This is an optimization exercise on Yosys and OpenROAD, whose aim is small area, a short achievable clock period and few clock cycles per item, not a production implementation.
The RTL was checked by simulation tests, not by an equivalence proof against the original design.
Power is estimated from default activity; no workload was simulated.

==> inputs of indigo <==
==> flow/design.v (excerpt) <==
module doppler_row (
  input  wire        clk,
  input  wire        rst,
  input  wire        in_valid,
  output wire        in_ready,
  input  wire [7:0]  in_data,
  output reg         out_valid,
  input  wire        out_ready,
  output reg  [15:0] out_db,
  output reg         out_last
);
clock: 12.0 ns
lec_check: 0
cap_margin: 20
core_margin: 2
core_utilization: 60
slew_margin: 20
run.sh (not shown) runs the stock make flow with config.mk's settings and CLKGATE_MAP_FILE= SYNTH_SCRIPT=/design/flow/synth_recipe.tcl, a recipe that flattens the netlist after the stock synthesis.
==> pepper: changes against indigo <==
Settings changed: CTS_CLUSTER_DIAMETER from default to 70, CTS_CLUSTER_SIZE from default to 20.
==> delta: changes against indigo <==
Settings changed: CORE_UTILIZATION 60 to 66.
==> impl_metrics.prom <==
# TYPE chip_impl_metric gauge
chip_impl_metric{name="critical_path_cell_count",unit=""} 16
chip_impl_metric{name="buffer_area_share",unit="%"} 0.717
chip_impl_metric{name="groute.layer.met2.usage",unit="%"} 47.6
chip_impl_metric{name="post_route_cells_drive_above_1_share",unit="%"} 10.5
chip_impl_metric{name="initialDrtViolationCount",unit=""} 10100
chip_impl_info{name="crit-reg2reg-capture",value="pw[42]"} 1
chip_impl_metric{name="wl_met2",unit="µm"} 231000
chip_impl_metric{name="regToRegSetupSlack",unit="ns"} 7.44
chip_impl_info{name="run_status",value="timing/DRC/antenna clean"} 1
chip_impl_metric{name="drt_pass1_iterations",unit=""} 6
chip_impl_metric{name="die_area",unit="mm²"} 0.338
chip_impl_metric{name="final_period_minus_worst_setup_slack",unit="ns"} 4.56
chip_impl_metric{name="instances_no_fill",unit=""} 23600
chip_impl_metric{name="seq-cell-share",unit="%"} 43.7
chip_impl_metric{name="die_h",unit="µm"} 581
The numbers above come from delta.

==> impl_metrics.prom <==
# TYPE chip_impl_metric gauge
chip_impl_metric{name="synth-seq-cells",unit=""} 4366
chip_impl_metric{name="instances_no_fill",unit=""} 24100
chip_impl_info{name="crit-reg2reg-capture",value="sp_v0[15]"} 1
chip_impl_metric{name="drt_pass1_iterations",unit=""} 7
chip_impl_metric{name="die_h",unit="µm"} 609
chip_impl_metric{name="setup_slack",unit="ns"} 7.51
chip_impl_metric{name="wl_met2",unit="µm"} 233000
chip_impl_metric{name="seq-cell-share",unit="%"} 43.4
chip_impl_metric{name="synth.yosys.seq_area_share",unit="%"} 47.3
chip_impl_metric{name="setup_total_negative_slack",unit="ns"} 0
chip_impl_metric{name="groute.layer.met2.usage",unit="%"} 43.6
chip_impl_info{name="run_status",value="timing/DRC/antenna clean"} 1
chip_impl_metric{name="initialDrtViolationCount",unit=""} 10100
chip_impl_metric{name="die_area",unit="mm²"} 0.371
chip_impl_metric{name="buffer_area_share",unit="%"} 0.706
chip_impl_metric{name="critical_path_cell_count",unit=""} 15
The numbers above come from indigo.

==> impl_metrics.prom <==
# TYPE chip_impl_metric gauge
chip_impl_info{name="run_status",value="timing/DRC/antenna clean"} 1
chip_impl_metric{name="drt_pass1_iterations",unit=""} 7
chip_impl_metric{name="wl_met2",unit="µm"} 232000
chip_impl_metric{name="die_area",unit="mm²"} 0.371
chip_impl_metric{name="seq-cell-share",unit="%"} 44.5
chip_impl_metric{name="die_h",unit="µm"} 609
chip_impl_metric{name="groute.layer.met2.usage",unit="%"} 43.6
chip_impl_metric{name="regToRegSetupSlack",unit="ns"} 7.50
chip_impl_metric{name="instances_no_fill",unit=""} 23800
The numbers above come from pepper.

Testbench counts of indigo, summed over its fixed seeds: cycles 13,664, windows 96.
Testbench counts of pepper, summed over its fixed seeds: cycles 13,664, windows 96.
Testbench counts of delta, summed over its fixed seeds: cycles 13,664, windows 96.

---

==> run a <==
Another version of the RTL of doppler_row (not shown whole).
Settings: LEC_CHECK=0, CAP_MARGIN=20, CORE_MARGIN=2, CORE_UTILIZATION=60, SLEW_MARGIN=20; clock period 12.0 ns.
==> run b: changes against run a <==
--- a/flow/design.v
+++ b/flow/design.v
@@ -16,21 +16,20 @@
   reg         byte_hi;
   reg  [7:0]  hi_byte;
   reg  [5:0]  n_in;
   reg         stg_full;
   wire        copy_now;
-  reg         in_rdy, take_hi, take_lo;
+  reg         in_rdy;
   assign in_ready = in_rdy;
-  wire        hi_t = in_valid && take_hi;      
-  wire        lo_t = in_valid && take_lo;      
-  wire [5:0]  n_in_p1   = n_in + 6'd1;
-  wire        stg_f0    = stg_full && !copy_now;
-  wire        rdy_none  = !stg_f0 || (n_in == 6'd0) || (n_in == 6'd1 && !byte_hi);
-  wire        rdy_hi    = !stg_f0 || (n_in == 6'd0);
-  wire        rdy_lo    = !stg_f0 || (n_in == 6'd63) || (n_in == 6'd0);
-  wire        byte_hi_n = byte_hi ? !lo_t : hi_t;
-  wire        in_rdy_n  = lo_t ? rdy_lo : hi_t ? rdy_hi : rdy_none;
+  wire in_fire = in_valid && in_ready;
+  wire        byte_hi_n  = in_fire ? !byte_hi : byte_hi;
+  wire [5:0]  n_in_n     = (in_fire && byte_hi) ? n_in + 6'd1 : n_in;
+  wire        stg_full_n = (stg_full && !copy_now) || (in_fire && byte_hi && n_in == 6'd63);
+  always @(posedge clk) begin
+    if (rst) in_rdy <= 1'b1;
+    else     in_rdy <= !stg_full_n || (n_in_n == 6'd0) || (n_in_n == 6'd1 && !byte_hi_n);
+  end
   reg         s_vld;
   reg  signed [16:0] s_r;
   reg  [23:0] w_bd;      
   reg  [5:0]  n_r;
   reg  [14:0] win_c;
@@ -38,28 +37,32 @@
     if (rst) begin
       byte_hi  <= 1'b0;
       n_in     <= 6'd0;
       stg_full <= 1'b0;
       s_vld    <= 1'b0;
-      in_rdy   <= 1'b1;
-      take_hi  <= 1'b1;
-      take_lo  <= 1'b0;
     end else begin
-      byte_hi  <= byte_hi_n;
-      s_vld    <= lo_t;
-      if (lo_t) n_in <= n_in_p1;
-      stg_full <= stg_f0 || (lo_t && n_in == 6'd63);
-      in_rdy   <= in_rdy_n;
-      take_hi  <= in_rdy_n && !byte_hi_n;
-      take_lo  <= in_rdy_n && byte_hi_n;
-    end
-    if (hi_t) hi_byte <= in_data;
+      s_vld <= 1'b0;
+      if (copy_now) stg_full <= 1'b0;
+      if (in_fire) begin
+        if (!byte_hi) begin
+          hi_byte <= in_data;
+          byte_hi <= 1'b1;
+        end else begin
+          byte_hi <= 1'b0;
+          s_vld   <= 1'b1;
+          n_in    <= n_in + 6'd1;
+          if (n_in == 6'd63) stg_full <= 1'b1;
+        end
+      end
+    end
   end
   always @(posedge clk) begin
-    s_r  <= $signed({1'b0, hi_byte, in_data}) - 17'sd2048;
-    w_bd <= win_bd;
-    n_r  <= n_in;
+    if (in_fire && byte_hi) begin
+      s_r <= $signed({1'b0, hi_byte, in_data}) - 17'sd2048;
+      w_bd <= win_bd;
+      n_r <= n_in;
+    end
   end
   wire [23:0] win_bd;
   benc #(.NB(8)) u_wenc (.b({1'b0, win_c}), .bd(win_bd));
   wire [31:0] win_ps, win_pc;
   bmul_cs #(.WA(17), .NB(8), .WP(32)) u_wmul (.a(s_r), .bd(w_bd), .s(win_ps), .c(win_pc));
@@ -114,21 +117,16 @@
       rr[14] <= rr[0];
       rs[14] <= rs[0];
       gc <= (gc == 4'd15) ? 4'd1 : gc + 4'd1;
     end
   end
-  reg  signed [17:0] gap, gam, gbp, gbm;
   reg  signed [18:0] gAp, gBp, gAm, gBm;
   always @(posedge clk) begin
-    gap <= rp[1] + rq[1];
-    gam <= rp[1] - rq[1];
-    gbp <= rr[1] + rs[1];
-    gbm <= rr[1] - rs[1];
-    gAp <= gap + gbp;
-    gBp <= gap - gbp;
-    gAm <= gam + gbm;
-    gBm <= gam - gbm;
+    gAp <= rp[0] + rq[0] + rr[0] + rs[0];
+    gBp <= rp[0] + rq[0] - rr[0] - rs[0];
+    gAm <= rp[0] - rq[0] + rr[0] - rs[0];
+    gBm <= rp[0] - rq[0] - rr[0] + rs[0];
   end
   localparam [1:0] L_WAIT = 2'd0, L_ISSUE = 2'd1, L_DONE = 2'd2;
   reg  [1:0]  lst   [0:1];
   reg  [3:0]  lic   [0:1];
   reg  [4:0]  lk    [0:1];
@@ -315,11 +313,11 @@
           else if (do_cap) cpend[gi] <= 1'b0;
           if (do_cap) cfull[gi] <= 1'b1;
           else if (cfree[gi]) cfull[gi] <= 1'b0;
           case (st)
             L_WAIT: begin
-              if (lnew[gi] && go) begin
+              if ((copy_now || lnew[gi]) && go) begin
                 lst[gi]  <= L_ISSUE;
                 lic[gi]  <= 4'd0;
                 lnew[gi] <= 1'b0;
               end else if (copy_now) begin
                 lnew[gi] <= 1'b1;
@@ -395,26 +393,24 @@
         end
       end
     end
   end
   reg  [21:0] d1_y;       
-  reg  [21:0] d1_yn;      
   reg         d1_sg;
   reg                d1_v, d1_j0, d1_hi, d1_15, d1_b16;
   always @(posedge clk) begin
     if (rst) d1_v <= 1'b0;
     else     d1_v <= dact;
     d1_y   <= cap[dl][dj][21:0] ^ {22{cap[dl][dj][22]}};
-    d1_yn  <= ~(cap[dl][dj][21:0] ^ {22{cap[dl][dj][22]}});
     d1_sg  <= cap[dl][dj][22];
     d1_j0  <= !dj[0];
     d1_hi  <= dj[1];
     d1_15  <= (dk == 4'd15);
     d1_b16 <= (dk == 4'd0);
   end
   wire [45:0] d1_ss, d1_sc;
-  sqr_cs u_sq (.y(d1_y), .yn(d1_yn), .sg(d1_sg), .s(d1_ss), .c(d1_sc));
+  sqr_cs u_sq (.y(d1_y), .sg(d1_sg), .s(d1_ss), .c(d1_sc));
   reg  [45:0] q_s, q_c;
   reg         q_v, q_j0, q_hi, q_15, q_b16;
   always @(posedge clk) begin
     if (rst) q_v <= 1'b0;
     else     q_v <= d1_v;
@@ -423,30 +419,19 @@
     q_j0  <= d1_j0;
     q_hi  <= d1_hi;
     q_15  <= d1_15;
     q_b16 <= d1_b16;
   end
-  reg  [45:0] sqv;
-  reg         sv_v, sv_j0, sv_hi, sv_15, sv_b16;
-  always @(posedge clk) begin
-    if (rst) sv_v <= 1'b0;
-    else     sv_v <= q_v;
-    sqv    <= q_s + q_c;
-    sv_j0  <= q_j0;
-    sv_hi  <= q_hi;
-    sv_15  <= q_15;
-    sv_b16 <= q_b16;
-  end
   reg  [45:0] pw;
   reg         d2_v, d2_hi, d2_15, d2_b16;
   always @(posedge clk) begin
     if (rst) d2_v <= 1'b0;
-    else     d2_v <= sv_v && !sv_j0;
-    pw     <= (sv_j0 ? 46'd0 : pw) + sqv;
-    d2_hi  <= sv_hi;
-    d2_15  <= sv_15;
-    d2_b16 <= sv_b16;
+    else     d2_v <= q_v && !q_j0;
+    pw     <= (q_j0 ? 46'd0 : pw) + q_s + q_c;
+    d2_hi  <= q_hi;
+    d2_15  <= q_15;
+    d2_b16 <= q_b16;
   end
   reg  [45:0] nrm;
   reg  [5:0]  lz;
   always @(*) begin
     nrm = pw;
@@ -588,11 +573,11 @@
         out_valid <= 1'b0;
       end
     end
   end
   always @(*) begin
-    case (n_r)
+    case (n_in)
       6'd0: win_c = 15'd0;
       6'd1: win_c = 15'd81;
       6'd2: win_c = 15'd325;
       6'd3: win_c = 15'd728;
       6'd4: win_c = 15'd1287;
@@ -1002,13 +987,11 @@
       assign bd[3*i+1] = (b2 ^ b1) & ~(b1 ^ b0);
       assign bd[3*i+2] = b2;
     end
   endgenerate
 endmodule
-module sqr_cs (input wire [21:0] y, input wire [21:0] yn, input wire sg,
-               output wire [45:0] s, output wire [45:0] c);
-  wire [21:0] yd = ~yn;
+module sqr_cs (input wire [21:0] y, input wire sg, output wire [45:0] s, output wire [45:0] c);
   wire [23*46-1:0] rows;
   wire [45:0] diag;
   genvar i;
   generate
     for (i = 0; i < 22; i = i + 1) begin : d
@@ -1016,13 +999,13 @@
       assign diag[2*i+1] = 1'b0;
     end
     assign diag[45:44] = 2'b00;
     assign rows[45:0] = diag;
     for (i = 0; i < 21; i = i + 1) begin : x1
-      assign rows[(i+2)*46-1:(i+1)*46] = y[i] ? (({24'd0, yd} >> (i+1)) << (2*i+2)) : 46'd0;
+      assign rows[(i+2)*46-1:(i+1)*46] = y[i] ? (({24'd0, y} >> (i+1)) << (2*i+2)) : 46'd0;
     end
-    assign rows[23*46-1:22*46] = sg ? {23'd0, yd, 1'b1} : 46'd0;
+    assign rows[23*46-1:22*46] = sg ? {23'd0, y, 1'b1} : 46'd0;
   endgenerate
   csa_tree_23_46 u_t (.rows(rows), .s(s), .c(c));
 endmodule
 module csa_tree_9_37 (input wire [332:0] rows, output wire [36:0] s, output wire [36:0] c);
   wire [36:0] l0_s0 = rows[36:0] ^ rows[73:37] ^ rows[110:74];
- CORE_UTILIZATION: 60 -> 40
==> qor summary <==
metric	run a	run b
Outcome	complete, no violations	complete, no violations
CP Capture Point	q_s[29]	gAm[16]
Sequential cells	4343	4199
Maximum number of pins on one net before global-route repair	192	177
Sw Ratio	0.269	0.288
Combinational group power	6.40 mW	8.68 mW
Area growth from synthesis to layout	8.85%	10.4%
Sequential share of power	0.451	0.427
Non-filler instance count after layout	24035	25991
Hold path startpoint	d3_z	lfirst[1]
Met2 Resource Use GR	0.442	0.302
Starting density of the core	0.603	0.402
Tap Count	4816	7208
Placement-stage cell area	225000 sq um	225000 sq um
Power density over cell area	156 nW/um^2	166 nW/um^2
Average wire length per cell after detail routing	21.7 microns	19.4 microns
Share of synthesized area occupied by flip-flops and latches	0.468	0.465
Clock buffer count	601	620
Logic depth of the worst path, buffers included	12	22
Number of multi-input logic gates	12175	11895
Required time reported for the critical path endpoint	12830 ps	12960 ps
Testbench counts of run a, summed over its fixed seeds: cycles 13,656, windows 96.
Testbench counts of run b, summed over its fixed seeds: cycles 13,640, windows 96.

port drivers added, routing unchanged:
How much do the figures lean on ideal ports? The routed layouts below were timed once more, with nothing changed but the port constraints. Step 1 assumes that a clkbuf_16 drives the clock port and a buf_2 every other input. Step 2, shift: input delay + t, output delay - t, t = (earliest + latest rising clock arrival at the registers) / 2. This alone moves slack from input paths to output paths. Slacks: no drivers / after step 1 / after step 2; pairs: no drivers / after step 1.
run | t, ns | setup WS [ns] | worst register clock-pin slew, ns
indigo | 1.075 | 7.506 / 7.506 / 7.126 | 0.07 / 0.07
pepper | 1.016 | 7.495 / 7.495 / 7.133 | 0.09 / 0.09
delta | 1.052 | 7.442 / 7.442 / 7.080 | 0.07 / 0.07
run a | 1.091 | 7.356 / 7.356 / 6.936 | 0.07 / 0.07
run b | 1.121 | 5.872 / 5.872 / 5.145 | 0.08 / 0.08
After both steps setup and hold are still met in every run listed. For run b, which loses most, drivers alone change the setup slack by 0.000 ns; drivers and shift together by -0.727 ns.
